Background: an optimization exercise with open tools, aiming at small area, a short achievable clock period and few clock cycles per item. Do not read the settings as production practice.
RTL that was checked went through simulation tests only; none was proved equivalent to the original.
For runs 2, 4 and 5, only the layout was checked, not whether the RTL still works.
Power is estimated from default activity; no workload was simulated.

==> flow/config.mk <==
export PLATFORM = sky130hd
export DESIGN_NAME = wkcore
export DESIGN_NICKNAME = wkcore
export VERILOG_FILES = /design/flow/design.v
export SDC_FILE = /design/flow/constraint.sdc
export NUM_CORES = 4
export LEC_CHECK = 0
export CAP_MARGIN = 20
export CORE_MARGIN = 2
export CORE_UTILIZATION = 65
export SLEW_MARGIN = 20
==> flow/design.v <==
module wk_hash_rom (
  input  wire [7:0] key,
  output wire [3:0] slot
);
  localparam [1023:0] TABLE =
      1024'h73b2b0cff8f67cd4c5923a73fe2bf64b94a09b3ee6efeaa1bc092b6f5fde62ee35ca23d30532ee80e7cc1b23f1b8174ca709484c71a2948ea7a890b79aff8da1af13a2428185736ed550288ca6b0fc5f9990a5436d7b9d8efd59b181cc5840e44cbd47c406d76751d36bdd652f25978c44e918369b22dd161d103073656a0150;
  assign slot = TABLE[{key, 2'b00} +: 4];
endmodule
module wk_dict (
  input  wire        clk,
  input  wire        init,      
  input  wire        upd,       
  input  wire [15:0] sel,       
  input  wire [31:0] word,
  output reg         eq_hi,
  output reg         eq_lo
);
  reg [31:0] dict [0:15];
  reg [15:0] valid;
  reg [31:0] entry;
  integer j;
  always @(*) begin
    entry = 32'd0;
    for (j = 0; j < 16; j = j + 1)
      entry = entry | (dict[j] & {32{sel[j]}});
  end
  wire v = |(valid & sel);
  integer k;
  always @(posedge clk) begin
    eq_hi <= v ? (word[31:10] == entry[31:10]) : (word[31:10] == 22'd0);
    eq_lo <= v ? (word[9:0] == entry[9:0]) : (word[9:0] == 10'd1);
    for (k = 0; k < 16; k = k + 1)
      if (upd && sel[k])
        dict[k] <= word;
    if (init)
      valid <= 16'd0;
    else if (upd)
      valid <= valid | sel;
  end
endmodule
module wkcore (
  input  wire        clk,
  input  wire        rst,
  input  wire        start,
  input  wire        ack,
  input  wire [31:0] page_words,
  input  wire [31:0] dst_cap_words,
  output wire        busy,
  output wire        done,
  output wire [1:0]  err,
  output wire [31:0] length,
  output wire [9:0]  pg_addr,
  output wire        pg_re,
  input  wire [31:0] pg_rdata,
  output reg  [10:0] dst_addr,
  output reg  [31:0] dst_wdata,
  output reg         dst_we
);
  reg        busy_r, done_r;
  reg [1:0]  err_r;
  reg [10:0] len_r;
  assign busy   = busy_r;
  assign done   = done_r;
  assign err    = err_r;
  assign length = {21'd0, len_r};
  reg pw_lo, pw_hi, cap_hi, cap_lo;
  always @(posedge clk) begin
    pw_lo  <= (page_words[15:0] == 16'd1024);
    pw_hi  <= (page_words[31:16] == 16'd0);
    cap_hi <= |dst_cap_words[31:11];
    cap_lo <= (dst_cap_words[10:0] >= 11'd1562);
  end
  wire pw_ok  = pw_lo & pw_hi;
  wire cap_ok = cap_hi | cap_lo;
  wire accept = start & ~busy_r;
  reg  c1;                        
  wire bad    = c1 & ~(pw_ok & cap_ok);
  reg        rd_on;
  reg [10:0] rd_cnt;
  assign pg_re   = rd_on;
  assign pg_addr = rd_cnt[9:0];
  reg        rdv, va, vb, vc;
  reg [31:0] w_a, w_b, w_c;
  reg [3:0]  s_b, s_c;
  reg [15:0] oh_b;
  reg        z_b, z_c, nzv_b;
  wire [3:0] s_a;
  wk_hash_rom u_rom (.key(w_a[17:10]), .slot(s_a));
  always @(posedge clk) begin
    w_a  <= pg_rdata;
    w_b  <= w_a;
    s_b  <= s_a;
    oh_b <= 16'd1 << s_a;
    z_b  <= (w_a == 32'd0);
    nzv_b <= va & (w_a != 32'd0);
    w_c  <= w_b;
    s_c  <= s_b;
    z_c  <= z_b;
  end
  reg  [10:0] ci;                 
  reg         fin;                
  wire        p2   = ci[10];
  wire        last = (ci[9:0] == 10'd1023);
  wire eq_hi, eq_lo;
  reg  dinit;
  always @(posedge clk)
    dinit <= accept | (vc & ~p2 & (ci[9:0] == 10'd1021));
  wk_dict u_dict (
    .clk   (clk),
    .init  (dinit),
    .upd   (nzv_b),
    .sel   (oh_b),
    .word  (w_b),
    .eq_hi (eq_hi),
    .eq_lo (eq_lo)
  );
  wire       nz   = vc & ~z_c;
  wire       qsym = nz & eq_hi;               
  wire       lsym = nz & eq_hi & ~eq_lo;      
  wire       miss = nz & ~eq_hi;              
  wire [1:0] tag  = {~z_c & (~eq_hi | eq_lo), ~z_c & eq_hi};
  reg [10:0] fptr;      
  reg [2:0]  q_mod;     
  reg [1:0]  l_mod;     
  reg [10:0] lptr;      
  reg [31:0] qacc;
  reg [19:0] lacc;
  reg [31:4] tacc;      
  reg [3:0]  t01;       
  reg [3:0]  tp01;      
  reg        qpend, tpend, h3w;
  wire       pass1 = vc & ~p2;
  wire       padq  = fin & (q_mod != 3'd0);
  wire       padl  = fin & (l_mod != 2'd0);
  wire       q_in  = (p2 & qsym) | padq;
  wire       l_in  = (p2 & lsym) | padl;
  wire [3:0] q_sym = fin ? 4'd0  : s_c;
  wire [9:0] l_sym = fin ? 10'd0 : w_c[9:0];
  reg        q7, l2;                            
  wire       lc    = l_in & l2;                 
  wire       qc    = q_in & q7;                 
  wire       tc    = vc & p2 & (ci[3:0] == 4'd15);
  wire       hdr1  = vc & p2 & (ci[9:0] == 10'd0);
  wire       hdr2  = vc & p2 & (ci[9:0] == 10'd1);
  wire [6:0] t_addr = {~|ci[9:4], ci[9:4]} + 7'd3;
  wire       idle_f = fin & ~padq & ~padl & ~qpend & ~tpend;
  wire wr_f  = pass1 & miss;
  wire wr_l  = ~pass1 & lc;
  wire wr_qp = ~pass1 & ~lc & qpend;
  wire wr_q  = ~pass1 & ~lc & ~qpend & qc;
  wire wr_t  = ~pass1 & ~lc & ~qpend & ~qc & tpend;
  wire wr_h1 = ~pass1 & ~lc & ~qpend & ~qc & ~tpend & hdr1;
  wire wr_h2 = ~pass1 & ~lc & ~qpend & ~qc & ~tpend & hdr2;
  wire wr_h3 = idle_f & ~h3w;
  wire finish = idle_f & h3w;
  always @(posedge clk) begin
    if (rst) begin
      busy_r <= 1'b0;
      done_r <= 1'b0;
      err_r  <= 2'd0;
      len_r  <= 11'd0;
      c1     <= 1'b0;
      rd_on  <= 1'b0;
      rd_cnt <= 11'd0;
      rdv    <= 1'b0;
      va     <= 1'b0;
      vb     <= 1'b0;
      vc     <= 1'b0;
      dst_we <= 1'b0;
      fin    <= 1'b0;
      qpend  <= 1'b0;
      tpend  <= 1'b0;
    end else begin
      c1 <= accept;
      if (accept) begin
        busy_r <= 1'b1;
        done_r <= 1'b0;
        err_r  <= 2'd0;
        len_r  <= 11'd0;
        rd_on  <= 1'b1;
      end else if (bad) begin
        busy_r <= 1'b0;
        done_r <= 1'b1;
        err_r  <= pw_ok ? 2'd2 : 2'd1;
        rd_on  <= 1'b0;
      end else if (finish) begin
        busy_r <= 1'b0;
        done_r <= 1'b1;
        len_r  <= lptr;
      end else if (done_r & ack) begin
        done_r <= 1'b0;
        err_r  <= 2'd0;
      end else if (rd_on & (rd_cnt == 11'd2047)) begin
        rd_on  <= 1'b0;
      end
      if (bad)
        rd_cnt <= 11'd0;
      else if (rd_on)
        rd_cnt <= rd_cnt + 11'd1;
      rdv <= rd_on & ~bad;
      va  <= rdv;
      vb  <= va;
      vc  <= vb;
      dst_we <= wr_f | wr_l | wr_qp | wr_q | wr_t | wr_h1 | wr_h2 | wr_h3;
      if (c1) begin
        fin   <= 1'b0;
        qpend <= 1'b0;
        tpend <= 1'b0;
      end else begin
        if (vc & p2 & last)
          fin <= 1'b1;
        else if (finish)
          fin <= 1'b0;
        if (wr_l & qc)
          qpend <= 1'b1;
        else if (wr_qp)
          qpend <= 1'b0;
        if (tc)
          tpend <= 1'b1;
        else if (wr_t)
          tpend <= 1'b0;
      end
    end
  end
  integer i;
  wire [2:0] q_mod_n = c1 ? 3'd0 :
                       pass1 ? (last ? 3'd0 : q_mod + {2'd0, qsym}) :
                       q_mod + {2'd0, q_in};
  wire [1:0] l_mod_n = (c1 | (~pass1 & l_in & l2)) ? 2'd0 :
                       l_mod + {1'b0, ~pass1 & l_in};
  always @(posedge clk) begin
    q_mod <= q_mod_n;
    l_mod <= l_mod_n;
    q7 <= (q_mod_n == 3'd7);
    l2 <= (l_mod_n == 2'd2);
  end
  always @(posedge clk) begin
    if (c1) begin
      ci    <= 11'd0;
      fptr  <= 11'd68;
      lptr  <= 11'd68;
      h3w   <= 1'b0;
    end else begin
      if (vc)
        ci <= ci + 11'd1;
      if (pass1) begin
        if (miss | (qsym & (q_mod == 3'd0)))
          lptr <= lptr + 11'd1;
      end else begin
        for (i = 0; i < 8; i = i + 1)
          if (q_in && q_mod == i[2:0])
            qacc[4*i +: 4] <= q_sym;
        if (l_in & ~l2) begin
          if (l_mod[0])
            lacc[19:10] <= l_sym;
          else
            lacc[9:0] <= l_sym;
        end
      end
      for (i = 0; i < 2; i = i + 1)
        if (vc && p2 && ci[3:0] == i[3:0])
          t01[2*i +: 2] <= tag;
      for (i = 2; i < 16; i = i + 1)
        if (vc && p2 && ci[3:0] == i[3:0])
          tacc[2*i +: 2] <= tag;
      if (tc)
        tp01 <= t01;
      if (wr_f | wr_qp | wr_q)
        fptr <= fptr + 11'd1;
      if (wr_l)
        lptr <= lptr + 11'd1;
      if (wr_h3)
        h3w <= 1'b1;
    end
    if (pass1) begin
      dst_addr  <= fptr;
      dst_wdata <= w_c;
    end else if (lc) begin
      dst_addr  <= lptr;
      dst_wdata <= {2'b00, l_sym, lacc[19:0]};
    end else if (qpend | qc) begin
      dst_addr  <= fptr;
      dst_wdata <= {qpend ? qacc[31:28] : q_sym, qacc[27:0]};
    end else if (tpend) begin
      dst_addr  <= {4'd0, t_addr};
      dst_wdata <= {tacc[31:4], tp01};
    end else begin
      dst_addr  <= hdr1 ? 11'd1 : hdr2 ? 11'd2 : 11'd3;
      dst_wdata <= {21'd0, hdr1 ? fptr : lptr};
    end
  end
endmodule
==> flow/standard.sh <==
#!/bin/bash
# synth_recipe.tcl (not shown) runs the flow's synth.tcl, then flattens the netlist and writes it again
# the make line also repeats each setting of config.mk as NAME=value (left out here)
make -C /OpenROAD-flow-scripts/flow DESIGN_CONFIG=/design/flow/config.mk WORK_HOME=/design/flow/orfs CLKGATE_MAP_FILE= SYNTH_SCRIPT=/design/flow/synth_recipe.tcl "${@:-finish}"
==> flow/flow/run.sh <==
#!/bin/bash
# Layout flow: the standard flow (standard.sh), with changes in how
# the layout is made:
#  - the port buffers are buf_2 cells instead of the cell buffer_ports picks;
#  - timing repair after CTS and global routing aims for more setup slack;
#  - clock tree synthesis uses clusters of up to 25 sinks and no dummy loads.
# The constraints (constraint.sdc, clock period) are used unchanged.
set -o pipefail
bash standard.sh \
  "BUFFER_PORTS_ARGS=-buffer_cell sky130_fd_sc_hd__buf_2" \
  SETUP_SLACK_MARGIN=7.8 \
  "CTS_ARGS=-sink_clustering_enable -repair_clock_nets -dont_use_dummy_load -sink_clustering_size 30 -sink_clustering_max_diameter 60" \
  finish > standard.log 2>&1
==> flow/constraint.sdc <==
create_clock -name core_clock -period 11.0 [get_ports {clk}]
set_input_delay 2.2000 -clock core_clock [delete_from_list [all_inputs] [get_ports {clk}]]
set_output_delay 2.2000 -clock core_clock [all_outputs]
set_load 0.01 [all_outputs]
==> qor_table.md, run 1 <==
| Quantity | Reported | Unit |
|:---|:---|:---|
| Switching Share | 0.222 | - |
| Setup repair after global routing missed its margin | true | - |
| Most frequent standard cell in the layout excluding fill and tap cells | sky130_fd_sc_hd__edfxtp_1 | - |
| Sequential fraction of the synthesis area | 0.708 | - |
| Vert. Die Dim | 229 | µm |
| Most used cells in the layout excluding fill and tap cells | sky130_fd_sc_hd__edfxtp_1 (600), sky130_fd_sc_hd__dfxtp_1 (189), sky130_fd_sc_hd__nor2_1 (132), sky130_fd_sc_hd__a22o_1 (124), sky130_fd_sc_hd__a221oi_1 (117) | - |
| Run status | no timing/DRC/antenna violations | - |
| Buffer levels on the longest clock path | 3 | - |
| Post-DP Area | 34200 | µm² |
| TritonCTS Buffers | 46 | - |
| Sum Neg Setup Slack | 0 | ps |
| Vias in the first global route | 20.1k | - |
| Standard cell with the maximum stage delay on the critical path | sky130_fd_sc_hd__dfxtp_4 | - |
| Netlist Area Pre-Place | 33000 | µm² |
| Via count | 20.9k | - |
| Most used flip-flop cell after synthesis | sky130_fd_sc_hd__edfxtp_1 | - |
| Root Buffer | sky130_fd_sc_hd__clkbuf_16 | - |
| Number of flops mapped to enable cells by yosys | 600 | - |
| Type of the setup path with the least slack | flop to output port | - |
| Number of remaining DRC errors | 0 | - |
| Max-capacitance violation count | 0 | - |
| Floorplan die area | 52600 | µm² |
| Global route overflow | 0 | - |
| CTS tree | done | - |
| Period utilisation layout | 0.299 | - |
| H-Tree Depth | 2 | - |
| Total wirelength of the detailed-routed design | 86.1 | mm |
| Antenna violations before repair | 4 | - |
| Class of the tightest hold or removal check | flop to flop | - |
| Max-slew violations | 0 | - |
| Critical path arrival | 1090 | ps |
| Area of all placed cells without fillers | 35900 | µm² |
| Sinks on Clock Net | 866 | - |
| Cell family contributing the most delay on the critical path | flip-flops | - |
| Flop pwr share | 0.627 | - |
| Number of placement rows | 82 | - |
| Count of buffers inserted at the top-level ports | 168 | - |
| Fraction of power consumed by combinational cells | 0.079 | - |
| DR vias/cell | 6.74 | - |
| Detailed router's first-iteration violation count | 2658 | - |
| Count of synthesis-stage warnings from yosys | 3 | - |
| Ratio of total power to cell area | 159 | nW/µm² |
| Switching power | 1.26 | mW |
| Worst IR drop on VDD | 107 | µV |
| Required time of the critical path | 8800 | ps |
| Critical-path cell list | buf_6 | - |
| Total leakage power | 12.3 | nW |
| Clock slew at reported path FFs | 110 | ps |
| Clock insertion delay at the later pin of the skew report | 620 | ps |
| DP Wirelength | 49.2 | mm |
| Remaining antenna violation count after routing | 0 | - |
| Die W | 229 | µm |
| Clk network pwr share | 0.294 | - |
| Core region area | 50200 | µm² |
| Worst Clk Skew | 70.6 | ps |
| Final Hold Viols | 0 | - |
| Post-Synthesis Mean Instance Area | 14.3 | µm² |
| Final min period | 3290 | ps |
| Synth Instances | 2300 | - |
| First-pass GRT wire length | 126 | mm |
| Share of flip-flops with an asynchronous set or reset after synthesis | 0 | - |
| Cell internal pwr | 4.43 | mW |
| Final #Nets | 2547 | - |
| All-Layer GR Usage | 0.325 | - |
| Final-layout worst hold slack | 292 | ps |
| Core occupancy in the finished layout | 0.716 | - |
| Fill cell count | 3294 | - |
| Initial Util | 0.657 | - |
| Area growth from synthesis to layout | 8.93 | % |
| Pin count of the biggest net entering global routing | 77 | - |
| Number of I/O pins | 191 | - |
| Actual slew at the worst max-slew pin | 1160 | ps |
| WL/cell | 27.8 | µm |
| Share of post-route cells with drive strength above 1 | 0.176 | - |
| Kind of capture point of the worst setup path | output port | - |
| Max incr delay on CP | 380 | ps |
| Largest driver fanout on the critical path | 1 | - |
| Number of distinct library cell variants in the gate-level netlist after synthesis | 95 | - |
| Slew margin rel. | 0.225 | - |
| CP bufs+invs | 1 | - |
| Setup-violating endpoint count in the final report | 0 | - |
| Nature of the critical path startpoint | flop | - |
| GPL Wtd Cong | 0.883 | - |
| Internal reg-to-reg setup slack | 7850 | ps |
| Highest clock rate | 304 | MHz |
| Number of antenna repair diodes | 0 | - |
| First-pass iteration count of the detailed router | 8 | - |
| Total of flip-flops plus latches after synthesis | 866 | - |
[Yosys cell counts (all sizes together), types with 13 or more instances]
master / number / area share
edfxtp: 600 / 0.55
dfxtp: 266 / 0.16
nor2: 133 / 0.015
buf: 125 / 0.024
a22o: 124 / 0.033
a221oi: 119 / 0.032
nand2: 116 / 0.013
a21oi: 82 / 0.013
clkbuf: 56 / 0.0064
a22oi: 53 / 0.012
o21ai: 52 / 0.0080
nand4: 46 / 0.0089
nor3: 35 / 0.0058
xor2: 34 / 0.0090
nor2b: 33 / 0.0063
nor4: 29 / 0.0057
and2: 28 / 0.0053
inv: 28 / 0.0033
xnor2: 28 / 0.0074
mux2i: 24 / 0.0073
ha: 23 / 0.0087
nand2b: 23 / 0.0044
nand3: 23 / 0.0036
a222oi: 20 / 0.0061
a221o: 14 / 0.0042
and3: 14 / 0.0027
or3: 13 / 0.0025
[routing by layer]
| metal | vias to the layer above | part of all wire | track usage |
|---|---|---|---|
| met5 | - | 0 | 0 |
| met4 | 0 | 0.036 | 0.119 |
| met3 | 167 | 0.093 | 0.0418 |
| met2 | 1176 | 0.50 | 0.560 |
| met1 | 10400 | 0.38 | 0.428 |
| li1 | 9128 | - | - |
[power by group through the flow]
stage / clock network (mW) / logic (mW) / registers (mW)
2_1_floorplan: 0 / 0.303 / 3.62
3_3_place_gp: 0 / 0.431 / 3.64
3_5_place_dp: 0 / 0.437 / 3.64
4_1_cts: 1.69 / 0.447 / 3.57
5_1_grt: 1.80 / 0.482 / 3.57
6_report: 1.68 / 0.452 / 3.57
[registers in the layout, indices dropped and copies added, names as in the netlist, 3 cells and up]
signal	flops
dst_addr	11
rd_cnt	11
dst_wdata	32
oh_b	16
ci	11
qacc	32
t01	4
tp01	4
u_dict.valid	16
lacc	20
w_a	32
len_r	11
fptr	11
lptr	11
s_c	4
w_b	32
tacc	28
u_dict.dict	512
q_mod	3
w_c	32
s_b	4
[through the flow]
step | std cells | power, mW | setup WS (ps)
global route | 3094 | 5.86 | 7690
floorplan | 2320 | 3.93 | 7730
detailed placement | 3031 | 4.08 | 7270
global placement | 3031 | 4.07 | 7270
CTS | 3089 | 5.71 | 7690
finish | 3094 | 5.70 | 7710
[kinds of logic (layout without fill, tap and decap cells)]
group           after synthesis  count (layout)  share of synthesized area
mux                          35              35                     0.0134
simple gates                545             545                     0.0864
buf+inv                     210             312                     0.0339
xor+xnor                     62              62                     0.0165
fa+ha+maj                    24              24                    0.00903
flops                       866             866                      0.708
other cells                   1              21                   0.000114
compound gates              557             557                      0.133
[final timing paths]
path              cells past startpoint       endpoint           from
hold reg to reg                       0         s_c[1]         s_b[1]
hold / removal                        0         s_c[1]         s_b[1]
setup reg to reg                      8   u_dict.eq_lo        oh_b[1]
setup / recovery                      1  dst_wdata[23]  dst_wdata[23]
[timing repair]
| action | 4_1_cts | 5_1_grt |
|---|---|---|
| hold endpoints to repair | 0 | 0 |
| endpoints found under the setup margin | 101 | 87 |
| buffers inserted | 12 | 5 |
| resized for setup | 98 | 31 |
| hold buffers | 0 | 0 |
[layout make-up]
type | count | area, µm² | area share
clock buffers | 46 | 1150 | 0.0320
repair buffers | 237 | 1710 | 0.0476
flip-flops and latches | 866 | 23500 | 0.653
multi-input cells | 1244 | 8650 | 0.241
inverters | 29 | 115 | 0.00320
well taps | 672 | 841 | 0.0234
Testbench counts, summed over its fixed seeds: cycles 65,908, items 32.
==> run 2, diff against run 1 <==
--- a/flow/design.v
+++ b/flow/design.v
@@ -80,7 +80,8 @@
   assign pg_re   = rd_on;
   assign pg_addr = rd_cnt[9:0];
   reg        rdv, va, vb, vc;
-  reg [31:0] w_a, w_b, w_c;
+  reg [31:0] w_a, w_b;
+  reg [9:0]  w_c;
   reg [3:0]  s_b, s_c;
   reg [15:0] oh_b;
   reg        z_b, z_c, nzv_b;
@@ -93,7 +94,7 @@
     oh_b <= 16'd1 << s_a;
     z_b  <= (w_a == 32'd0);
     nzv_b <= va & (w_a != 32'd0);
-    w_c  <= w_b;
+    w_c  <= w_b[9:0];
     s_c  <= s_b;
     z_c  <= z_b;
   end
@@ -144,7 +145,9 @@
   wire       hdr2  = vc & p2 & (ci[9:0] == 10'd1);
   wire [6:0] t_addr = {~|ci[9:4], ci[9:4]} + 7'd3;
   wire       idle_f = fin & ~padq & ~padl & ~qpend & ~tpend;
-  wire wr_f  = pass1 & miss;
+  wire spec  = vb & nzv_b & ~p2 & ~(vc & last);
+  wire f_inc = pass1 & miss;
+  wire [10:0] fptr_inc = fptr + 11'd1;
   wire wr_l  = ~pass1 & lc;
   wire wr_qp = ~pass1 & ~lc & qpend;
   wire wr_q  = ~pass1 & ~lc & ~qpend & qc;
@@ -201,7 +204,7 @@
       va  <= rdv;
       vb  <= va;
       vc  <= vb;
-      dst_we <= wr_f | wr_l | wr_qp | wr_q | wr_t | wr_h1 | wr_h2 | wr_h3;
+      dst_we <= spec | wr_l | wr_qp | wr_q | wr_t | wr_h1 | wr_h2 | wr_h3;
       if (c1) begin
         fin   <= 1'b0;
         qpend <= 1'b0;
@@ -265,16 +268,16 @@
           tacc[2*i +: 2] <= tag;
       if (tc)
         tp01 <= t01;
-      if (wr_f | wr_qp | wr_q)
-        fptr <= fptr + 11'd1;
+      if (f_inc | wr_qp | wr_q)
+        fptr <= fptr_inc;
       if (wr_l)
         lptr <= lptr + 11'd1;
       if (wr_h3)
         h3w <= 1'b1;
     end
-    if (pass1) begin
-      dst_addr  <= fptr;
-      dst_wdata <= w_c;
+    if (spec) begin
+      dst_addr  <= f_inc ? fptr_inc : fptr;
+      dst_wdata <= w_b;
     end else if (lc) begin
       dst_addr  <= lptr;
       dst_wdata <= {2'b00, l_sym, lacc[19:0]};
--- a/flow/flow/run.sh
+++ b/flow/flow/run.sh
@@ -9,5 +9,5 @@
 bash standard.sh \
   "BUFFER_PORTS_ARGS=-buffer_cell sky130_fd_sc_hd__buf_2" \
   SETUP_SLACK_MARGIN=7.8 \
-  "CTS_ARGS=-sink_clustering_enable -repair_clock_nets -dont_use_dummy_load -sink_clustering_size 30 -sink_clustering_max_diameter 60" \
+  "CTS_ARGS=-sink_clustering_enable -repair_clock_nets -dont_use_dummy_load -sink_clustering_size 25 -sink_clustering_max_diameter 80" \
   finish > standard.log 2>&1
==> run 2 against run 1 <==
Sequential power fell by 3%; critical path depth did not move; via count rose by 3.6%; still clean; clock skew rose by 16 ps; setup slack improved by 9.0 ps; largest power group unchanged.
==> qor_table.md, run 2 <==
| Quantity | Reported | Unit | vs previous |
|:---|:---|:---|:---|
| Run status | no timing/DRC/antenna violations | - | unchanged |
| H-Tree Depth | 2 | - | unchanged |
| TritonCTS Buffers | 41 | - | was 46 |
| First-pass iteration count of the detailed router | 6 | - | was 8 |
| Total of flip-flops plus latches after synthesis | 844 | - | was 866 |
| DR vias/cell | 6.77 | - | was 6.74 |
| Number of hold buffers added after CTS | 0 | - | unchanged |
| Antenna violations before repair | 3 | - | was 4 |
| Worst path setup slack after routing | 7720 | ps | was 7710 ps |
| Synthesized-area fraction occupied by xor and xnor cells | 0.0195 | - | was 0.0165 |
| Initial Util | 0.656 | - | was 0.657 |
| Cell depth of the worst setup path | 1 | - | unchanged |
| CTS tree | done | - | unchanged |
| Final Hold Viols | 0 | - | unchanged |
| Actual slew at the worst max-slew pin | 1050 | ps | was 1160 ps |
| Number of placement rows | 82 | - | unchanged |
| Via count | 21.6k | - | was 20.9k |
| DP Wirelength | 50.8 | mm | was 49.2 mm |
| Flip-flop count of the largest register after layout | 512 | - | unchanged |
| Kind of capture point of the worst setup path | output port | - | unchanged |
| FF-to-FF path depth | 7 | - | was 8 |
| Pre-CTS WS | 7410 | ps | was 7270 ps |
| Floorplan die area | 52200 | µm² | was 52600 µm² |
| Number of I/O pins | 191 | - | unchanged |
| Vias in the first global route | 21.0k | - | was 20.1k |
| Ratio of total power to cell area | 155 | nW/µm² | was 159 nW/µm² |
| CP bufs+invs | 1 | - | unchanged |
| Number of distinct library cell variants in the gate-level netlist after synthesis | 83 | - | was 95 |
| Required time of the critical path | 8800 | ps | about the same |
| Max-slew violations | 0 | - | unchanged |
| Setup repair after global routing missed its margin | true | - | unchanged |
| Largest driver fanout on the critical path | 1 | - | unchanged |
| Number of flops mapped to enable cells by yosys | 600 | - | unchanged |
| Met3 GRT Util | 0.0516 | - | was 0.0418 |
| WL/cell | 28.4 | µm | was 27.8 µm |
| Type of the setup path with the least slack | flop to output port | - | unchanged |
| Count leader, synth | sky130_fd_sc_hd__edfxtp_1 | - | unchanged |
| Most flops, register | u_dict.dict | - | unchanged |
| Total leakage power | 12.1 | nW | was 12.3 nW |
| First-pass GRT wire length | 132 | mm | was 126 mm |
| Class of the tightest hold or removal check | flop to flop | - | unchanged |
| Leading cell types by count after synthesis | sky130_fd_sc_hd__edfxtp_1 (600), sky130_fd_sc_hd__dfxtp_1 (244), sky130_fd_sc_hd__nand2_1 (150) | - | was sky130_fd_sc_hd__edfxtp_1 (600), sky130_fd_sc_hd__dfxtp_1 (266), sky130_fd_sc_hd__nor2_1 (132) |
| Standard cell with the maximum stage delay on the critical path | sky130_fd_sc_hd__dfxtp_2 | - | was sky130_fd_sc_hd__dfxtp_4 |
| Post-synthesis simple-gate area fraction | 0.0938 | - | was 0.0864 |
| Max incr delay on CP | 370 | ps | was 380 ps |
| Final #Nets | 2642 | - | was 2547 |
| Clock slew at reported path FFs | 90 | ps | was 110 ps |
| Total wirelength of the detailed-routed design | 90.6 | mm | was 86.1 mm |
| All-Layer GR Usage | 0.341 | - | was 0.325 |
| Worst IR drop on VDD | 130 | µV | was 107 µV |
| Number of remaining DRC errors | 0 | - | unchanged |
| Share of flip-flops with an asynchronous set or reset after synthesis | 0 | - | unchanged |
| Buffer levels on the longest clock path | 3 | - | unchanged |
| Die W | 229 | µm | about the same |
| Total instance count after detailed placement | 3122 | - | was 3031 |
| GPL Wtd Cong | 0.881 | - | was 0.883 |
| Most used cells in the layout excluding fill and tap cells | sky130_fd_sc_hd__edfxtp_1 (600), sky130_fd_sc_hd__dfxtp_1 (165), sky130_fd_sc_hd__nand2_1 (150), sky130_fd_sc_hd__nor2_1 (130), sky130_fd_sc_hd__a221oi_1 (127) | - | was sky130_fd_sc_hd__edfxtp_1 (600), sky130_fd_sc_hd__dfxtp_1 (189), sky130_fd_sc_hd__nor2_1 (132), sky130_fd_sc_hd__a22o_1 (124), sky130_fd_sc_hd__a221oi_1 (117) |
| Grt met2 use | 0.548 | - | was 0.560 |
| Count of cells along the worst hold path | 0 | - | unchanged |
| Sequential fraction of the synthesis area | 0.699 | - | was 0.708 |
| Met1 demand-to-capacity share in global routing | 0.478 | - | was 0.428 |
| Synth Instances | 2393 | - | was 2300 |
| Max-capacitance violation count | 0 | - | unchanged |
| Final min period | 3280 | ps | was 3290 ps |
| Setup-violating endpoint count in the final report | 0 | - | unchanged |
| Period utilisation layout | 0.299 | - | about the same |
| Core occupancy in the finished layout | 0.721 | - | was 0.716 |
| Worst Clk Skew | 86.4 | ps | was 70.6 ps |
| Critical-path cell list | buf_6 | - | unchanged |
| Highest clock rate | 305 | MHz | was 304 MHz |
| Remaining antenna violation count after routing | 0 | - | unchanged |
| Layer with the highest usage after global routing | met2 | - | unchanged |
| Count of synthesis-stage warnings from yosys | 3 | - | unchanged |
| Detailed router's first-iteration violation count | 2756 | - | was 2658 |
| Area growth from synthesis to layout | 9.91 | % | was 8.93% |
| Proportion of synthesized area in mux cells | 0.0156 | - | was 0.0134 |
| Netlist Area Pre-Place | 32800 | µm² | was 33000 µm² |
| Post-Synth Adder-Cell Area | 0.00878 | - | was 0.00903 |
| Pin count of the biggest net entering global routing | 84 | - | was 77 |
| Cell family contributing the most delay on the critical path | flip-flops | - | unchanged |
| Post-Synthesis Mean Instance Area | 13.7 | µm² | was 14.3 µm² |
| Clock insertion delay at the later pin of the skew report | 610 | ps | was 620 ps |
| Area share of the leading cell type in the synthesized netlist | 0.550 | - | was 0.546 |
| Most used flip-flop cell after synthesis | sky130_fd_sc_hd__edfxtp_1 | - | unchanged |
| Largest family of logic cells by synthesized area | compound AO/OA/AOI/OAI gates | - | unchanged |
| Critical path arrival | 1080 | ps | was 1090 ps |
| Root Buffer | sky130_fd_sc_hd__clkbuf_16 | - | unchanged |
| Count of buffers inserted at the top-level ports | 168 | - | unchanged |
| Leading post-synthesis cells by cell area | sky130_fd_sc_hd__edfxtp_1 (55%), sky130_fd_sc_hd__dfxtp_1 (15%), sky130_fd_sc_hd__a221oi_1 (3.4%) | - | was sky130_fd_sc_hd__edfxtp_1 (55%), sky130_fd_sc_hd__dfxtp_1 (16%), sky130_fd_sc_hd__a22o_1 (3.3%) |
| Slew margin rel. | 0.292 | - | was 0.225 |
| Sum Neg Setup Slack | 0 | ps | unchanged |
| Synth area leader | sky130_fd_sc_hd__edfxtp_1 | - | unchanged |
| Count of placed standard cells in the final layout, fillers left out | 3191 | - | was 3094 |
| Most frequent standard cell in the layout excluding fill and tap cells | sky130_fd_sc_hd__edfxtp_1 | - | unchanged |
| Final Total Pwr | 5.57 | mW | was 5.70 mW |
| Internal reg-to-reg setup slack | 7880 | ps | was 7850 ps |
| Core region area | 50000 | µm² | was 50200 µm² |
| Nature of the critical path startpoint | flop | - | unchanged |
| Vert. Die Dim | 229 | µm | about the same |
| Synth Area in Compound Gates | 0.133 | - | about the same |
| Global route overflow | 0 | - | unchanged |
| Sinks on Clock Net | 844 | - | was 866 |
| Share of post-route cells with drive strength above 1 | 0.177 | - | was 0.176 |
[run 2: cells by family (layout without fill, tap and decap cells)]
kind of cell,count (synthesis),in the layout
fa+ha+maj,23,23
mux,39,39
compound gates,586,586
simple gates,607,607
buf+inv,220,324
flops,844,844
xor+xnor,73,73
other cells,1,23
[run 2: area by class of cell]
class,instances,area [µm²]
fill,3373,14000
tap,672,841
multi-input combinational,1349,9060
timing repair buffer,258,1960
clock buffer,41,1030
timing repair inverter,1,5.00
antenna,2,5.00
sequential,844,23000
inverter,24,105
[run 2: worst reg2reg max path, delay by kind of cell, from the launching register on]
family          cells  cell delay, ps
flops               1             390
compound gates      4             970
mux                 1             320
simple gates        2            1360
[run 2: metal layers]
layer  routed length [µm]  up-vias
li1                     -     9381
met1                34900    10700
met2                42700     1306
met3                 9360      236
met4                 3620        4
met5                   26        -
[run 2: what timing repair did]
action | CTS | global route
pin swaps | 0 | 2
cloned | 0 | 2
resized for setup | 119 | 38
buffers inserted | 13 | 11
endpoints found under the setup margin | 91 | 90
[run 2: per-stage QoR]
stage / hold WS, ps / cell area (µm²)
floorplan: 310 / 32800
global placement: 310 / 34200
detailed placement: 312 / 34200
CTS: 335 / 35700
global route: 348 / 36000
finish: 334 / 36000
[run 2: power breakdown]
group          switching (mW)  internal, mW  leakage (nW)
clock network           0.916         0.668         0.505
registers              0.0439          3.44          7.34
logic                   0.314         0.189          4.29
total                    1.27          4.29          12.1
[run 2: final timing paths]
check | start | end
setup / recovery | dst_wdata[18] | dst_wdata[18]
hold reg to reg | z_b | z_c
setup reg to reg | ci[6] | dst_wdata[5]
hold / removal | z_b | z_c
==> run 3, diff against run 2 <==
--- a/flow/design.v
+++ b/flow/design.v
@@ -80,8 +80,7 @@
   assign pg_re   = rd_on;
   assign pg_addr = rd_cnt[9:0];
   reg        rdv, va, vb, vc;
-  reg [31:0] w_a, w_b;
-  reg [9:0]  w_c;
+  reg [31:0] w_a, w_b, w_c;
   reg [3:0]  s_b, s_c;
   reg [15:0] oh_b;
   reg        z_b, z_c, nzv_b;
@@ -94,7 +93,7 @@
     oh_b <= 16'd1 << s_a;
     z_b  <= (w_a == 32'd0);
     nzv_b <= va & (w_a != 32'd0);
-    w_c  <= w_b[9:0];
+    w_c  <= w_b;
     s_c  <= s_b;
     z_c  <= z_b;
   end
@@ -145,9 +144,7 @@
   wire       hdr2  = vc & p2 & (ci[9:0] == 10'd1);
   wire [6:0] t_addr = {~|ci[9:4], ci[9:4]} + 7'd3;
   wire       idle_f = fin & ~padq & ~padl & ~qpend & ~tpend;
-  wire spec  = vb & nzv_b & ~p2 & ~(vc & last);
-  wire f_inc = pass1 & miss;
-  wire [10:0] fptr_inc = fptr + 11'd1;
+  wire wr_f  = pass1 & miss;
   wire wr_l  = ~pass1 & lc;
   wire wr_qp = ~pass1 & ~lc & qpend;
   wire wr_q  = ~pass1 & ~lc & ~qpend & qc;
@@ -204,7 +201,7 @@
       va  <= rdv;
       vb  <= va;
       vc  <= vb;
-      dst_we <= spec | wr_l | wr_qp | wr_q | wr_t | wr_h1 | wr_h2 | wr_h3;
+      dst_we <= wr_f | wr_l | wr_qp | wr_q | wr_t | wr_h1 | wr_h2 | wr_h3;
       if (c1) begin
         fin   <= 1'b0;
         qpend <= 1'b0;
@@ -268,16 +265,16 @@
           tacc[2*i +: 2] <= tag;
       if (tc)
         tp01 <= t01;
-      if (f_inc | wr_qp | wr_q)
-        fptr <= fptr_inc;
+      if (wr_f | wr_qp | wr_q)
+        fptr <= fptr + 11'd1;
       if (wr_l)
         lptr <= lptr + 11'd1;
       if (wr_h3)
         h3w <= 1'b1;
     end
-    if (spec) begin
-      dst_addr  <= f_inc ? fptr_inc : fptr;
-      dst_wdata <= w_b;
+    if (pass1) begin
+      dst_addr  <= fptr;
+      dst_wdata <= w_c;
     end else if (lc) begin
       dst_addr  <= lptr;
       dst_wdata <= {2'b00, l_sym, lacc[19:0]};
==> flow/run.sh (new file) <==
#!/bin/bash
# synth_recipe.tcl (not shown) runs the flow's synth.tcl, then flattens the netlist and writes it again
# the make line also repeats each setting of config.mk as NAME=value (left out here)
make -C /OpenROAD-flow-scripts/flow DESIGN_CONFIG=/design/flow/config.mk WORK_HOME=/design/flow/orfs CLKGATE_MAP_FILE= SYNTH_SCRIPT=/design/flow/synth_recipe.tcl finish
--- a/flow/config.mk
+++ b/flow/config.mk
@@ -8,4 +8,7 @@
 export CAP_MARGIN = 20
 export CORE_MARGIN = 2
 export CORE_UTILIZATION = 65
+export CTS_CLUSTER_DIAMETER = 80
+export CTS_CLUSTER_SIZE = 25
+export SETUP_SLACK_MARGIN = 5
 export SLEW_MARGIN = 20
removed: flow/flow/run.sh
removed: flow/standard.sh
==> run 3 against run 2 <==
Clock skew shrank 47 ps; non-clock buffer count decreased by 40; register-to-register slack got worse by 780 ps; clock power up 7%.
==> qor_table.md, run 3 <==
| Quantity | Reported | Unit | vs previous |
|:---|:---|:---|:---|
| Run status | no timing/DRC/antenna violations | - | unchanged |
| Area growth from synthesis to layout | 9.79 | % | was 9.91% |
| Sinks on Clock Net | 866 | - | was 844 |
| Max-capacitance violation count | 0 | - | unchanged |
| Critical-path cell list | inv_1 > ha_1 > or2_1 > a21oi_2 > a211oi_1 > o311ai_1 > a32oi_4 > and2b_1 > and2_1 | - | was buf_6 |
| Setup Fix Bufs, Post-CTS | 0 | - | was 13 |
| # resized after CTS | 0 | - | was 119 |
| Setup-violating endpoint count in the final report | 0 | - | unchanged |
| Flip-flop count of the largest register after layout | 512 | - | unchanged |
| Clock insertion delay at the later pin of the skew report | 610 | ps | about the same |
| Via count | 21.2k | - | was 21.6k |
| Cell family contributing the most delay on the critical path | compound AO/OA/AOI/OAI gates | - | was flip-flops |
| Final min period | 3900 | ps | was 3280 ps |
| Number of hold buffers added after CTS | 0 | - | unchanged |
| Total wirelength of the detailed-routed design | 87.4 | mm | was 90.6 mm |
| Most frequent standard cell in the layout excluding fill and tap cells | sky130_fd_sc_hd__edfxtp_1 | - | unchanged |
| Total area of multi-input combinational cells | 8650 | µm² | was 9060 µm² |
| Total of flip-flops plus latches after synthesis | 866 | - | was 844 |
| Largest driver fanout on the critical path | 21 | - | was 1 |
| Max-slew violations | 0 | - | unchanged |
| Vias in the first global route | 20.6k | - | was 21.0k |
| Initial Util | 0.657 | - | was 0.656 |
| Root Buffer | sky130_fd_sc_hd__clkbuf_16 | - | unchanged |
| Ratio of total power to cell area | 158 | nW/µm² | was 155 nW/µm² |
| Fill cell count | 3255 | - | was 3373 |
| H-Tree Depth | 2 | - | unchanged |
| Number of I/O pins | 191 | - | unchanged |
| Synth area leader | sky130_fd_sc_hd__edfxtp_1 | - | unchanged |
| Antenna violations before repair | 2 | - | was 3 |
| Synth Instances | 2300 | - | was 2393 |
| Critical path arrival | 4390 | ps | was 1080 ps |
| Area share of the leading cell type in the synthesized netlist | 0.546 | - | was 0.550 |
| Sum Neg Setup Slack | 0 | ps | unchanged |
| Seq. cell area | 23400 | µm² | was 23000 µm² |
| Count of buffers inserted at the top-level ports | 168 | - | unchanged |
| Final Total Pwr | 5.73 | mW | was 5.57 mW |
| Setup repair after global routing missed its margin | false | - | was true |
| Leading post-synthesis cells by cell area | sky130_fd_sc_hd__edfxtp_1 (55%), sky130_fd_sc_hd__dfxtp_1 (16%), sky130_fd_sc_hd__a22o_1 (3.3%) | - | was sky130_fd_sc_hd__edfxtp_1 (55%), sky130_fd_sc_hd__dfxtp_1 (15%), sky130_fd_sc_hd__a221oi_1 (3.4%) |
| TritonCTS Buffers | 41 | - | unchanged |
| Remaining antenna violation count after routing | 0 | - | unchanged |
| All-Layer GR Usage | 0.329 | - | was 0.341 |
| Internal reg-to-reg setup slack | 7100 | ps | was 7880 ps |
| Count of synthesis-stage warnings from yosys | 3 | - | unchanged |
| Type of the setup path with the least slack | flop to flop | - | was flop to output port |
| Count leader, synth | sky130_fd_sc_hd__edfxtp_1 | - | unchanged |
| Share of flip-flops with an asynchronous set or reset after synthesis | 0 | - | unchanged |
| Share of post-route cells with drive strength above 1 | 0.0720 | - | was 0.177 |
| Number of flops mapped to enable cells by yosys | 600 | - | unchanged |
| Standard cell with the maximum stage delay on the critical path | sky130_fd_sc_hd__dfxtp_1 | - | was sky130_fd_sc_hd__dfxtp_2 |
| First-pass GRT wire length | 128 | mm | was 132 mm |
| Buffer levels on the longest clock path | 3 | - | unchanged |
| First-pass iteration count of the detailed router | 13 | - | was 6 |
| Floorplan die area | 52600 | µm² | was 52200 µm² |
| Final #Nets | 2523 | - | was 2642 |
| DR vias/cell | 6.81 | - | was 6.77 |
| Number of placement rows | 82 | - | unchanged |
| Actual slew at the worst max-slew pin | 1150 | ps | was 1050 ps |
| Kind of capture point of the worst setup path | flop | - | was output port |
| Detailed router's first-iteration violation count | 2839 | - | was 2756 |
| Number of remaining DRC errors | 0 | - | unchanged |
| Core region area | 50200 | µm² | was 50000 µm² |
| GPL Wtd Cong | 0.875 | - | was 0.881 |
| Post-Synthesis Mean Instance Area | 14.3 | µm² | was 13.7 µm² |
| Most used flip-flop cell after synthesis | sky130_fd_sc_hd__edfxtp_1 | - | unchanged |
| Most flops, register | u_dict.dict | - | unchanged |
| Number of distinct library cell variants in the gate-level netlist after synthesis | 95 | - | was 83 |
| Required time of the critical path | 11490 | ps | was 8800 ps |
| Highest clock rate | 256 | MHz | was 305 MHz |
| Sequential fraction of the synthesis area | 0.708 | - | was 0.699 |
| Nature of the critical path startpoint | flop | - | unchanged |
| Worst Clk Skew | 39.1 | ps | was 86.4 ps |
| Period utilisation layout | 0.355 | - | was 0.299 |
| CTS tree | done | - | unchanged |
| Final Hold Viols | 0 | - | unchanged |
| Clock slew at reported path FFs | 90 | ps | about the same |
| Die W | 229 | µm | about the same |
| Vert. Die Dim | 229 | µm | about the same |
| CP bufs+invs | 1 | - | unchanged |
| Total leakage power | 12.0 | nW | was 12.1 nW |
| Netlist Area Pre-Place | 33000 | µm² | was 32800 µm² |
| Max incr delay on CP | 890 | ps | was 370 ps |
| DP Wirelength | 50.7 | mm | was 50.8 mm |
| Most used cells in the layout excluding fill and tap cells | sky130_fd_sc_hd__edfxtp_1 (600), sky130_fd_sc_hd__dfxtp_1 (252), sky130_fd_sc_hd__clkdlybuf4s50_1 (168), sky130_fd_sc_hd__nor2_1 (132), sky130_fd_sc_hd__a22o_1 (124) | - | was sky130_fd_sc_hd__edfxtp_1 (600), sky130_fd_sc_hd__dfxtp_1 (165), sky130_fd_sc_hd__nand2_1 (150), sky130_fd_sc_hd__nor2_1 (130), sky130_fd_sc_hd__a221oi_1 (127) |
| Class of the tightest hold or removal check | flop to flop | - | unchanged |
| Final-layout worst hold slack | 328 | ps | was 334 ps |
| Leading cell types by count after synthesis | sky130_fd_sc_hd__edfxtp_1 (600), sky130_fd_sc_hd__dfxtp_1 (266), sky130_fd_sc_hd__nor2_1 (132) | - | was sky130_fd_sc_hd__edfxtp_1 (600), sky130_fd_sc_hd__dfxtp_1 (244), sky130_fd_sc_hd__nand2_1 (150) |
| Global route overflow | 0 | - | unchanged |
| Pin count of the biggest net entering global routing | 77 | - | was 84 |
| Slew margin rel. | 0.230 | - | was 0.292 |
| WL/cell | 28.1 | µm | was 28.4 µm |
| Worst IR drop on VDD | 106 | µV | was 130 µV |
run 3: cell types whose count changed after synthesis, sizes merged, moves of 14 or more:
cell    before  now
buf         76  125
a22oi       26   53
o21ai       86   52
a21oi       99   82
a222oi       0   20
nand2      150  116
nand3       45   23
clkbuf     120   56
dfxtp      244  266
nor3        49   35
o211ai      24    8
run 3: final timing paths:
check,startpoint,end,depth (start not counted)
setup / recovery,w_a[10],oh_b[7],9
hold / removal,s_b[0],s_c[0],0
setup reg to reg,w_a[10],oh_b[7],9
hold reg to reg,s_b[0],s_c[0],0
run 3: stage by stage:
stage	cells	util	area (µm²)	setup slack [ps]
final	3106	0.722	36200	7100
after global routing	3104	0.722	36200	6880
after CTS	3104	0.722	36200	7100
after detailed placement	3029	0.698	35000	7180
after global placement	3029	0.698	35000	7200
after floorplan	2320	-	33100	7730
run 3: cell families after synthesis:
family,after synthesis,share of synthesized area
AND/OR/NAND/NOR,545,0.0864
flip-flops,866,0.708
adder cells (fa/ha/maj),24,0.00903
buffers and inverters,210,0.0339
XOR/XNOR,62,0.0165
AO/OA/AOI/OAI,557,0.133
other,1,0.000114
multiplexers,35,0.0134
run 3: worst register-to-register path, delay by kind of cell, from the launching register on:
family | cells | cell delay (ps)
fa+ha+maj | 1 | 650
buf+inv | 1 | 540
simple gates | 3 | 770
compound gates | 4 | 970
flops | 1 | 890
run 3: cell type report:
| cell class | instances | share of cell area |
|---|---|---|
| sequential | 866 | 0.645 |
| multi-input combinational | 1244 | 0.239 |
| timing repair buffer | 218 | 0.0568 |
| clock buffer | 70 | 0.0313 |
| tap | 672 | 0.0232 |
| inverter | 29 | 0.00308 |
| clock inverter | 5 | 0.00162 |
| antenna | 2 | 0.000138 |
run 3: report_power, final:
group          switching [mW]  total (mW)  internal (mW)
Clock                   0.970        1.69          0.722
Combinational           0.280       0.465          0.185
Sequential             0.0561        3.57           3.52
run 3: metal layers:
layer | global-route usage | share of wire
met3 | 0.0504 | 0.092
met5 | 0 | 0
met1 | 0.440 | 0.38
met2 | 0.550 | 0.49
met4 | 0.125 | 0.040
Testbench counts of run 3, summed over its fixed seeds: cycles 65,908, items 32.
==> run 4, diff against run 3 <==
--- a/flow/design.v
+++ b/flow/design.v
@@ -120,9 +120,11 @@
   wire       miss = nz & ~eq_hi;              
   wire [1:0] tag  = {~z_c & (~eq_hi | eq_lo), ~z_c & eq_hi};
   reg [10:0] fptr;      
+  reg [7:0]  qw;        
   reg [2:0]  q_mod;     
   reg [1:0]  l_mod;     
   reg [10:0] lptr;      
+  reg [6:0]  tptr;      
   reg [31:0] qacc;
   reg [19:0] lacc;
   reg [31:4] tacc;      
@@ -142,7 +144,6 @@
   wire       tc    = vc & p2 & (ci[3:0] == 4'd15);
   wire       hdr1  = vc & p2 & (ci[9:0] == 10'd0);
   wire       hdr2  = vc & p2 & (ci[9:0] == 10'd1);
-  wire [6:0] t_addr = {~|ci[9:4], ci[9:4]} + 7'd3;
   wire       idle_f = fin & ~padq & ~padl & ~qpend & ~tpend;
   wire wr_f  = pass1 & miss;
   wire wr_l  = ~pass1 & lc;
@@ -222,7 +223,6 @@
       end
     end
   end
-  integer i;
   wire [2:0] q_mod_n = c1 ? 3'd0 :
                        pass1 ? (last ? 3'd0 : q_mod + {2'd0, qsym}) :
                        q_mod + {2'd0, q_in};
@@ -238,18 +238,18 @@
     if (c1) begin
       ci    <= 11'd0;
       fptr  <= 11'd68;
-      lptr  <= 11'd68;
+      qw    <= 8'd0;
+      tptr  <= 7'd4;
       h3w   <= 1'b0;
     end else begin
       if (vc)
         ci <= ci + 11'd1;
       if (pass1) begin
-        if (miss | (qsym & (q_mod == 3'd0)))
-          lptr <= lptr + 11'd1;
+        if (qsym & (q_mod == 3'd0))
+          qw <= qw + 8'd1;
       end else begin
-        for (i = 0; i < 8; i = i + 1)
-          if (q_in && q_mod == i[2:0])
-            qacc[4*i +: 4] <= q_sym;
+        if (q_in)
+          qacc[4*q_mod +: 4] <= q_sym;
         if (l_in & ~l2) begin
           if (l_mod[0])
             lacc[19:10] <= l_sym;
@@ -257,18 +257,22 @@
             lacc[9:0] <= l_sym;
         end
       end
-      for (i = 0; i < 2; i = i + 1)
-        if (vc && p2 && ci[3:0] == i[3:0])
-          t01[2*i +: 2] <= tag;
-      for (i = 2; i < 16; i = i + 1)
-        if (vc && p2 && ci[3:0] == i[3:0])
-          tacc[2*i +: 2] <= tag;
+      if (vc & p2) begin
+        if (ci[3:1] == 3'd0)
+          t01[2*ci[0] +: 2] <= tag;
+        else
+          tacc[2*ci[3:0] +: 2] <= tag;
+      end
       if (tc)
         tp01 <= t01;
+      if (hdr1)
+        lptr <= fptr + {3'd0, qw};
       if (wr_f | wr_qp | wr_q)
         fptr <= fptr + 11'd1;
       if (wr_l)
         lptr <= lptr + 11'd1;
+      if (wr_t)
+        tptr <= tptr + 7'd1;
       if (wr_h3)
         h3w <= 1'b1;
     end
@@ -282,7 +286,7 @@
       dst_addr  <= fptr;
       dst_wdata <= {qpend ? qacc[31:28] : q_sym, qacc[27:0]};
     end else if (tpend) begin
-      dst_addr  <= {4'd0, t_addr};
+      dst_addr  <= {4'd0, tptr};
       dst_wdata <= {tacc[31:4], tp01};
     end else begin
       dst_addr  <= hdr1 ? 11'd1 : hdr2 ? 11'd2 : 11'd3;
==> flow/flow/run.sh (new file) <==
#!/bin/bash
# Layout flow: the standard flow (standard.sh), with two changes in how
# the layout is made:
#  - the port buffers are buf_4 cells instead of the cell buffer_ports picks;
#  - timing repair after CTS and global routing aims for more setup slack.
# The constraints (constraint.sdc, clock period) are used unchanged.
set -o pipefail
bash standard.sh \
  "BUFFER_PORTS_ARGS=-buffer_cell sky130_fd_sc_hd__buf_4" \
  SETUP_SLACK_MARGIN=7.5 \
  finish > standard.log 2>&1
==> flow/standard.sh (new file) <==
#!/bin/bash
# synth_recipe.tcl (not shown) runs the flow's synth.tcl, then flattens the netlist and writes it again
# the make line also repeats each setting of config.mk as NAME=value (left out here)
make -C /OpenROAD-flow-scripts/flow DESIGN_CONFIG=/design/flow/config.mk WORK_HOME=/design/flow/orfs CLKGATE_MAP_FILE= SYNTH_SCRIPT=/design/flow/synth_recipe.tcl "${@:-finish}"
--- a/flow/config.mk
+++ b/flow/config.mk
@@ -7,8 +7,5 @@
 export LEC_CHECK = 0
 export CAP_MARGIN = 20
 export CORE_MARGIN = 2
-export CORE_UTILIZATION = 65
-export CTS_CLUSTER_DIAMETER = 80
-export CTS_CLUSTER_SIZE = 25
-export SETUP_SLACK_MARGIN = 5
+export CORE_UTILIZATION = 40
 export SLEW_MARGIN = 20
removed: flow/run.sh
==> run 4 against run 3 <==
Fmax is 13% higher; design area is 12% higher; first-iteration DRC count shrank 4.2%; sequential share of layout area shrank 5.9 points; synthesized cell count rose by 12%; power up 26%; clock power up about 80%; hold slack got worse by 5.3 ps; global-route usage decreased by 11 points; sequential power is 2% higher; largest power group unchanged.
==> qor_table.md, run 4 <==
| Quantity | Reported | Unit | vs previous |
|:---|:---|:---|:---|
| Initial Util | 0.403 | - | was 0.657 |
| Final #Nets | 2882 | - | was 2523 |
| Most frequent standard cell in the layout excluding fill and tap cells | sky130_fd_sc_hd__edfxtp_1 | - | unchanged |
| Cell family contributing the most delay on the critical path | flip-flops | - | was compound AO/OA/AOI/OAI gates |
| First-pass GRT wire length | 148 | mm | was 128 mm |
| Number of hold buffers added after CTS | 0 | - | unchanged |
| Number of placement rows | 108 | - | was 82 |
| Sequential fraction of the synthesis area | 0.681 | - | was 0.708 |
| Type of the setup path with the least slack | flop to output port | - | was flop to flop |
| Largest driver fanout on the critical path | 8 | - | was 21 |
| Actual slew at the worst max-slew pin | 1090 | ps | was 1150 ps |
| Most used cells in the layout excluding fill and tap cells | sky130_fd_sc_hd__edfxtp_1 (611), sky130_fd_sc_hd__dfxtp_1 (260), sky130_fd_sc_hd__buf_4 (240), sky130_fd_sc_hd__nor2_1 (164), sky130_fd_sc_hd__nand2_1 (162) | - | was sky130_fd_sc_hd__edfxtp_1 (600), sky130_fd_sc_hd__dfxtp_1 (252), sky130_fd_sc_hd__clkdlybuf4s50_1 (168), sky130_fd_sc_hd__nor2_1 (132), sky130_fd_sc_hd__a22o_1 (124) |
| Root Buffer | sky130_fd_sc_hd__clkbuf_16 | - | unchanged |
| Final Total Pwr | 7.20 | mW | was 5.73 mW |
| DP Wirelength | 57.9 | mm | was 50.7 mm |
| Critical-path cell list | buf_4 | - | was inv_1 > ha_1 > or2_1 > a21oi_2 > a211oi_1 > o311ai_1 > a32oi_4 > and2b_1 > and2_1 |
| Vias in the first global route | 22.6k | - | was 20.6k |
| Worst IR drop on VDD | 120 | µV | was 106 µV |
| Count of buffers inserted at the top-level ports | 168 | - | unchanged |
| Count leader, synth | sky130_fd_sc_hd__edfxtp_1 | - | unchanged |
| Fill cell count | 7575 | - | was 3255 |
| Max-capacitance violation count | 0 | - | unchanged |
| WL/cell | 25.3 | µm | was 28.1 µm |
| Antenna violations before repair | 2 | - | unchanged |
| Critical path arrival | 1240 | ps | was 4390 ps |
| Post-Synthesis Mean Instance Area | 13.6 | µm² | was 14.3 µm² |
| Vert. Die Dim | 299 | µm | was 229 µm |
| Leading post-synthesis cells by cell area | sky130_fd_sc_hd__edfxtp_1 (53%), sky130_fd_sc_hd__dfxtp_1 (15%), sky130_fd_sc_hd__a22o_1 (3.2%) | - | was sky130_fd_sc_hd__edfxtp_1 (55%), sky130_fd_sc_hd__dfxtp_1 (16%), sky130_fd_sc_hd__a22o_1 (3.3%) |
| Remaining antenna violation count after routing | 0 | - | unchanged |
| Slew margin rel. | 0.273 | - | was 0.230 |
| Floorplan die area | 89600 | µm² | was 52600 µm² |
| Total of flip-flops plus latches after synthesis | 881 | - | was 866 |
| Core region area | 86600 | µm² | was 50200 µm² |
| Total leakage power | 14.2 | nW | was 12.0 nW |
| Worst path setup slack after routing | 7560 | ps | was 7100 ps |
| Final Hold Viols | 0 | - | unchanged |
| Detailed router's first-iteration violation count | 2721 | - | was 2839 |
| Nature of the critical path startpoint | flop | - | unchanged |
| Number of distinct library cell variants in the gate-level netlist after synthesis | 80 | - | was 95 |
| Setup repair after global routing missed its margin | false | - | unchanged |
| Pin count of the biggest net entering global routing | 68 | - | was 77 |
| Required time of the critical path | 8800 | ps | was 11490 ps |
| Buffer levels on the longest clock path | 3 | - | unchanged |
| Class of the tightest hold or removal check | flop to flop | - | unchanged |
| Most flops, register | u_dict.dict | - | unchanged |
| H-Tree Depth | 3 | - | was 2 |
| GPL Wtd Cong | 0.897 | - | was 0.875 |
| Leading cell types by count after synthesis | sky130_fd_sc_hd__edfxtp_1 (611), sky130_fd_sc_hd__dfxtp_1 (270), sky130_fd_sc_hd__nor2_1 (165) | - | was sky130_fd_sc_hd__edfxtp_1 (600), sky130_fd_sc_hd__dfxtp_1 (266), sky130_fd_sc_hd__nor2_1 (132) |
| CTS tree | done | - | unchanged |
| Count of cells along the worst hold path | 0 | - | unchanged |
| Number of remaining DRC errors | 0 | - | unchanged |
| Area growth from synthesis to layout | 16.3 | % | was 9.79% |
| Kind of capture point of the worst setup path | output port | - | was flop |
| CP bufs+invs | 1 | - | unchanged |
| Worst Clk Skew | 54.7 | ps | was 39.1 ps |
| Setup-violating endpoint count in the final report | 0 | - | unchanged |
| Launching point of the worst reg2reg path | w_a[11] | - | was w_a[10] |
| TritonCTS Buffers | 92 | - | was 41 |
| Synth area leader | sky130_fd_sc_hd__edfxtp_1 | - | unchanged |
| Ratio of total power to cell area | 178 | nW/µm² | was 158 nW/µm² |
| Via count | 23.1k | - | was 21.2k |
| Pre-CTS WS | 6540 | ps | was 7180 ps |
| Clock insertion delay at the later pin of the skew report | 690 | ps | was 610 ps |
| Die W | 299 | µm | was 229 µm |
| Sum Neg Setup Slack | 0 | ps | unchanged |
| Most used flip-flop cell after synthesis | sky130_fd_sc_hd__edfxtp_1 | - | unchanged |
| Internal reg-to-reg setup slack | 7620 | ps | was 7100 ps |
| Flip-flop count of the largest register after layout | 512 | - | unchanged |
| Max-slew violations | 0 | - | unchanged |
| Sinks on Clock Net | 881 | - | was 866 |
| Run status | no timing/DRC/antenna violations | - | unchanged |
| Origin of the worst min-delay path | s_b[1] | - | was s_b[0] |
| Period utilisation layout | 0.313 | - | was 0.355 |
| Netlist Area Pre-Place | 34900 | µm² | was 33000 µm² |
| Clock slew at reported path FFs | 60 | ps | was 90 ps |
| Final min period | 3440 | ps | was 3900 ps |
| Synth Instances | 2570 | - | was 2300 |
| Area share of the leading cell type in the synthesized netlist | 0.526 | - | was 0.546 |
| RR Endpoint | oh_b[2] | - | was oh_b[7] |
| Number of I/O pins | 191 | - | unchanged |
| Total wirelength of the detailed-routed design | 100 | mm | was 87.4 mm |
| Global route overflow | 0 | - | unchanged |
| Count of synthesis-stage warnings from yosys | 3 | - | unchanged |
| Number of flops mapped to enable cells by yosys | 611 | - | was 600 |
| First-pass iteration count of the detailed router | 8 | - | was 13 |
| Number of antenna repair diodes | 0 | - | was 2 |
| Share of flip-flops with an asynchronous set or reset after synthesis | 0 | - | unchanged |
| DR vias/cell | 5.81 | - | was 6.81 |
| All-Layer GR Usage | 0.219 | - | was 0.329 |
| Standard cell with the maximum stage delay on the critical path | sky130_fd_sc_hd__dfxtp_2 | - | was sky130_fd_sc_hd__dfxtp_1 |
| FF-to-FF path depth | 10 | - | was 9 |
| Hold Path End | s_c[1] | - | was s_c[0] |
| Cell depth of the worst setup path | 1 | - | was 9 |
| Max incr delay on CP | 430 | ps | was 890 ps |
| Share of post-route cells with drive strength above 1 | 0.175 | - | was 0.0720 |
| Highest clock rate | 291 | MHz | was 256 MHz |
==> run 4: changes by cell type in the layout (fill, tap and decap cells not counted), sizes merged, moves of 21 or more <==
cell	previous run	this run
buf	50	240
clkdlybuf4s50	168	0
clkbuf	70	135
nand2	116	162
nor2	133	165
clkinv	3	28
o21ai	52	76
inv	31	53
mux2	4	26
ha	23	44
mux2i	24	45
==> run 4: kinds of logic after synthesis <==
logic type	synth area share
AOI/OAI and AO/OA	0.124
xor gates and xnor gates	0.0211
adders and majority gates	0.0164
buffers and inverters	0.0311
DFF	0.681
muxes	0.0291
other	0.000108
and+or+nand+nor	0.0973
==> run 4: layer usage <==
metal  up-vias  GRT usage  part of all wire
li1      10200          -                 -
met1     11800      0.295              0.42
met2       956      0.365              0.48
met3       134     0.0378             0.076
met4         2     0.0643             0.022
met5         -          0           0.00012
==> run 4: metrics by stage <==
stage	cell area, µm²	instances	hold slack, ps	util
final	40500	3971	323	0.468
after global routing	40500	3971	330	0.468
after CTS	40400	3970	324	0.467
after detailed placement	37300	3791	315	0.430
after global placement	37300	3791	316	0.430
after floorplan	34900	2590	310	-
==> run 4: layout make-up <==
class | instances | area, µm² | share of cell area
clock inverter | 38 | 353 | 0.00870
tap | 1155 | 1450 | 0.0356
inverter | 48 | 180 | 0.00444
sequential | 881 | 23800 | 0.586
timing repair buffer | 240 | 1800 | 0.0444
multi-input combinational | 1474 | 10300 | 0.254
clock buffer | 135 | 2680 | 0.0661
==> run 4: worst max-delay path by stage <==
stage                     start  endpoint  slack, ps
after floorplan           ci[1]  tacc[30]       7560
after global placement    ci[1]  tacc[30]       6590
after detailed placement  ci[1]  tacc[30]       6540
after CTS                 ci[1]  tacc[31]       7500
after global routing      ci[0]  tacc[14]       7420
final                     rd_on     pg_re       7560
==> run 4: timing repair <==
action / CTS / global route
pin swaps: 6 / 7
endpoints found under the setup margin: 56 / 39
setup buffers: 6 / 1
gates resized for setup: 20 / 22
cloned: 0 / 0
==> run 4: power by group <==
part           internal (mW)  leakage [nW]  switching [mW]
Combinational          0.197          5.13           0.318
Clock                   1.73          1.48            1.31
Sequential              3.58          7.62          0.0541
==> run 5, diff against run 4 <==
--- a/flow/flow/run.sh
+++ b/flow/flow/run.sh
@@ -7,5 +7,5 @@
 set -o pipefail
 bash standard.sh \
   "BUFFER_PORTS_ARGS=-buffer_cell sky130_fd_sc_hd__buf_4" \
-  SETUP_SLACK_MARGIN=7.5 \
+  SETUP_SLACK_MARGIN=8.5 \
   finish > standard.log 2>&1
==> run 5 against run 4 <==
Critical path type unchanged; clock-buffer cell count is 5 higher; clock skew is 10 ps lower; largest cell class unchanged; critical endpoint is now dst_wdata[8]; power increased by 2.2%; sequential share of layout area is 3.9 points lower.
==> qor_table.md, run 5 <==
| Quantity | Reported | Unit | vs previous |
|:---|:---|:---|:---|
| Setup repair after global routing missed its margin | true | - | was false |
| Sinks on Clock Net | 881 | - | unchanged |
| GPL Wtd Cong | 0.920 | - | was 0.897 |
| Total of flip-flops plus latches after synthesis | 881 | - | unchanged |
| Number of distinct library cell variants in the gate-level netlist after synthesis | 80 | - | unchanged |
| Final Total Pwr | 7.36 | mW | was 7.20 mW |
| Post-Synthesis Mean Instance Area | 13.6 | µm² | unchanged |
| Most used flip-flop cell after synthesis | sky130_fd_sc_hd__edfxtp_1 | - | unchanged |
| Via count | 24.0k | - | was 23.1k |
| Die W | 299 | µm | unchanged |
| Critical-path cell list | buf_6 | - | was buf_4 |
| H-Tree Depth | 3 | - | unchanged |
| All-Layer GR Usage | 0.229 | - | was 0.219 |
| Type of the setup path with the least slack | flop to output port | - | unchanged |
| Antenna violations before repair | 4 | - | was 2 |
| Standard cell with the maximum stage delay on the critical path | sky130_fd_sc_hd__dfxtp_4 | - | was sky130_fd_sc_hd__dfxtp_2 |
| Critical path launch point | dst_wdata[8] | - | was rd_on |
| Count of synthesis-stage warnings from yosys | 3 | - | unchanged |
| Total instance count after detailed placement | 3793 | - | was 3791 |
| Max incr delay on CP | 360 | ps | was 430 ps |
| Final Hold Viols | 0 | - | unchanged |
| Remaining antenna violation count after routing | 0 | - | unchanged |
| Pin count of the biggest net entering global routing | 67 | - | was 68 |
| Synth area leader | sky130_fd_sc_hd__edfxtp_1 | - | unchanged |
| Detailed router's first-iteration violation count | 2525 | - | was 2721 |
| Sequential fraction of the synthesis area | 0.681 | - | unchanged |
| Setup-violating endpoint count in the final report | 0 | - | unchanged |
| Max-capacitance violation count | 0 | - | unchanged |
| Flip-flop count of the largest register after layout | 512 | - | unchanged |
| Leading post-synthesis cells by cell area | sky130_fd_sc_hd__edfxtp_1 (53%), sky130_fd_sc_hd__dfxtp_1 (15%), sky130_fd_sc_hd__a22o_1 (3.2%) | - | unchanged |
| Nature of the critical path startpoint | flop | - | unchanged |
| Global route overflow | 0 | - | unchanged |
| Most frequent standard cell in the layout excluding fill and tap cells | sky130_fd_sc_hd__edfxtp_1 | - | unchanged |
| Share of flip-flops with an asynchronous set or reset after synthesis | 0 | - | unchanged |
| Largest driver fanout on the critical path | 1 | - | was 8 |
| Ratio of total power to cell area | 168 | nW/µm² | was 178 nW/µm² |
| Number of remaining DRC errors | 0 | - | unchanged |
| Count of placed standard cells in the final layout, fillers left out | 4090 | - | was 3971 |
| Run status | no timing/DRC/antenna violations | - | unchanged |
| Final min period | 3330 | ps | was 3440 ps |
| Synth Instances | 2570 | - | unchanged |
| Total leakage power | 15.6 | nW | was 14.2 nW |
| Slew margin rel. | 0.377 | - | was 0.273 |
| Critical path arrival | 1130 | ps | was 1240 ps |
| FF-to-FF path depth | 14 | - | was 10 |
| Worst Clk Skew | 44.7 | ps | was 54.7 ps |
| Required time of the critical path | 8800 | ps | about the same |
| Launching point of the worst reg2reg path | ci[1] | - | was w_a[11] |
| Cell depth of the worst setup path | 1 | - | unchanged |
| Most used cells in the layout excluding fill and tap cells | sky130_fd_sc_hd__edfxtp_1 (611), sky130_fd_sc_hd__buf_4 (224), sky130_fd_sc_hd__dfxtp_1 (176), sky130_fd_sc_hd__nor2_1 (156), sky130_fd_sc_hd__nand2_1 (147) | - | was sky130_fd_sc_hd__edfxtp_1 (611), sky130_fd_sc_hd__dfxtp_1 (260), sky130_fd_sc_hd__buf_4 (240), sky130_fd_sc_hd__nor2_1 (164), sky130_fd_sc_hd__nand2_1 (162) |
| Root Buffer | sky130_fd_sc_hd__clkbuf_16 | - | unchanged |
| Area share of the leading cell type in the synthesized netlist | 0.526 | - | unchanged |
| CP bufs+invs | 1 | - | unchanged |
| First-pass GRT wire length | 153 | mm | was 148 mm |
| Number of placement rows | 108 | - | unchanged |
| Cell family contributing the most delay on the critical path | flip-flops | - | unchanged |
| Initial Util | 0.403 | - | unchanged |
| Worst IR drop on VDD | 146 | µV | was 120 µV |
| Actual slew at the worst max-slew pin | 932 | ps | was 1090 ps |
| Buffer levels on the longest clock path | 3 | - | unchanged |
| WL/cell | 25.9 | µm | was 25.3 µm |
| Most flops, register | u_dict.dict | - | unchanged |
| Number of I/O pins | 191 | - | unchanged |
| Area growth from synthesis to layout | 25.4 | % | was 16.3% |
| Highest clock rate | 300 | MHz | was 291 MHz |
| Clock slew at reported path FFs | 60 | ps | about the same |
| TritonCTS Buffers | 91 | - | was 92 |
| Netlist Area Pre-Place | 34900 | µm² | unchanged |
| Vias in the first global route | 23.3k | - | was 22.6k |
| Number of flops mapped to enable cells by yosys | 611 | - | unchanged |
| DR vias/cell | 5.88 | - | was 5.81 |
-- run 5: cell counts after synthesis --
No cell type changed its count.
-- run 5: worst paths after layout --
path | endpoint | slack, ps
setup / recovery | dst_wdata[8] | 7670
hold / removal | z_c | 330
setup reg to reg | tacc[31] | 7830
hold reg to reg | z_c | 330
-- run 5: power by group --
| group | switching (mW) | leakage, nW | total [mW] | internal (mW) |
|---|---|---|---|---|
| Combinational | 0.368 | 6.47 | 0.653 | 0.285 |
| Clock | 1.30 | 1.49 | 3.07 | 1.77 |
| Sequential | 0.0582 | 7.65 | 3.64 | 3.58 |
-- run 5: repair_timing --
action	in CTS	in global routing
endpoints found under the setup margin	264	199
hold endpoints to repair	0	0
setup buffers	81	31
resized for setup	315	85
pin swaps	47	35
hold buffers	0	0
gates cloned	11	2
-- run 5: cell type report --
| cell class | instances | area (µm²) |
|---|---|---|
| well taps | 1155 | 1450 |
| multi-input cells | 1475 | 11400 |
| flip-flops and latches | 881 | 23900 |
| inverters | 48 | 213 |
| diodes | 1 | 2.50 |
| clock inverters | 31 | 338 |
| fillers | 7225 | 42900 |
| repair buffers | 359 | 3690 |
| clock buffers | 140 | 2710 |
-- run 5: through the flow --
| stage | setup slack [ps] | hold WS (ps) | utilization | instance area, µm² |
|---|---|---|---|---|
| 6_report | 7670 | 331 | 0.505 | 43700 |
| 5_1_grt | 7630 | 341 | 0.505 | 43700 |
| 4_1_cts | 7630 | 332 | 0.497 | 43000 |
| 3_5_place_dp | 7080 | 318 | 0.435 | 37700 |
| 3_3_place_gp | 7130 | 315 | 0.435 | 37700 |
| 2_1_floorplan | 7730 | 310 | - | 35400 |
-- run 5: kinds of logic (layout without fill, tap and decap cells) --
family                   Yosys count  after routing  share of synthesized area
buffers and inverters            235            578                     0.0311
flip-flops                       881            881                      0.681
XOR/XNOR                          84             84                     0.0211
AND/OR/NAND/NOR                  667            668                     0.0973
other                              1             22                   0.000108
multiplexers                      83             83                     0.0291
adder cells (fa/ha/maj)           45             45                     0.0164
AO/OA/AOI/OAI                    574            574                      0.124
-- run 5: layer usage --
layer  up-vias  track usage  routed length [µm]
li1      10500            -                   -
met5         -            0                  13
met2      1257        0.374               50200
met1     12100        0.308               42600
met3       247       0.0420                9460
met4         2       0.0810                3630
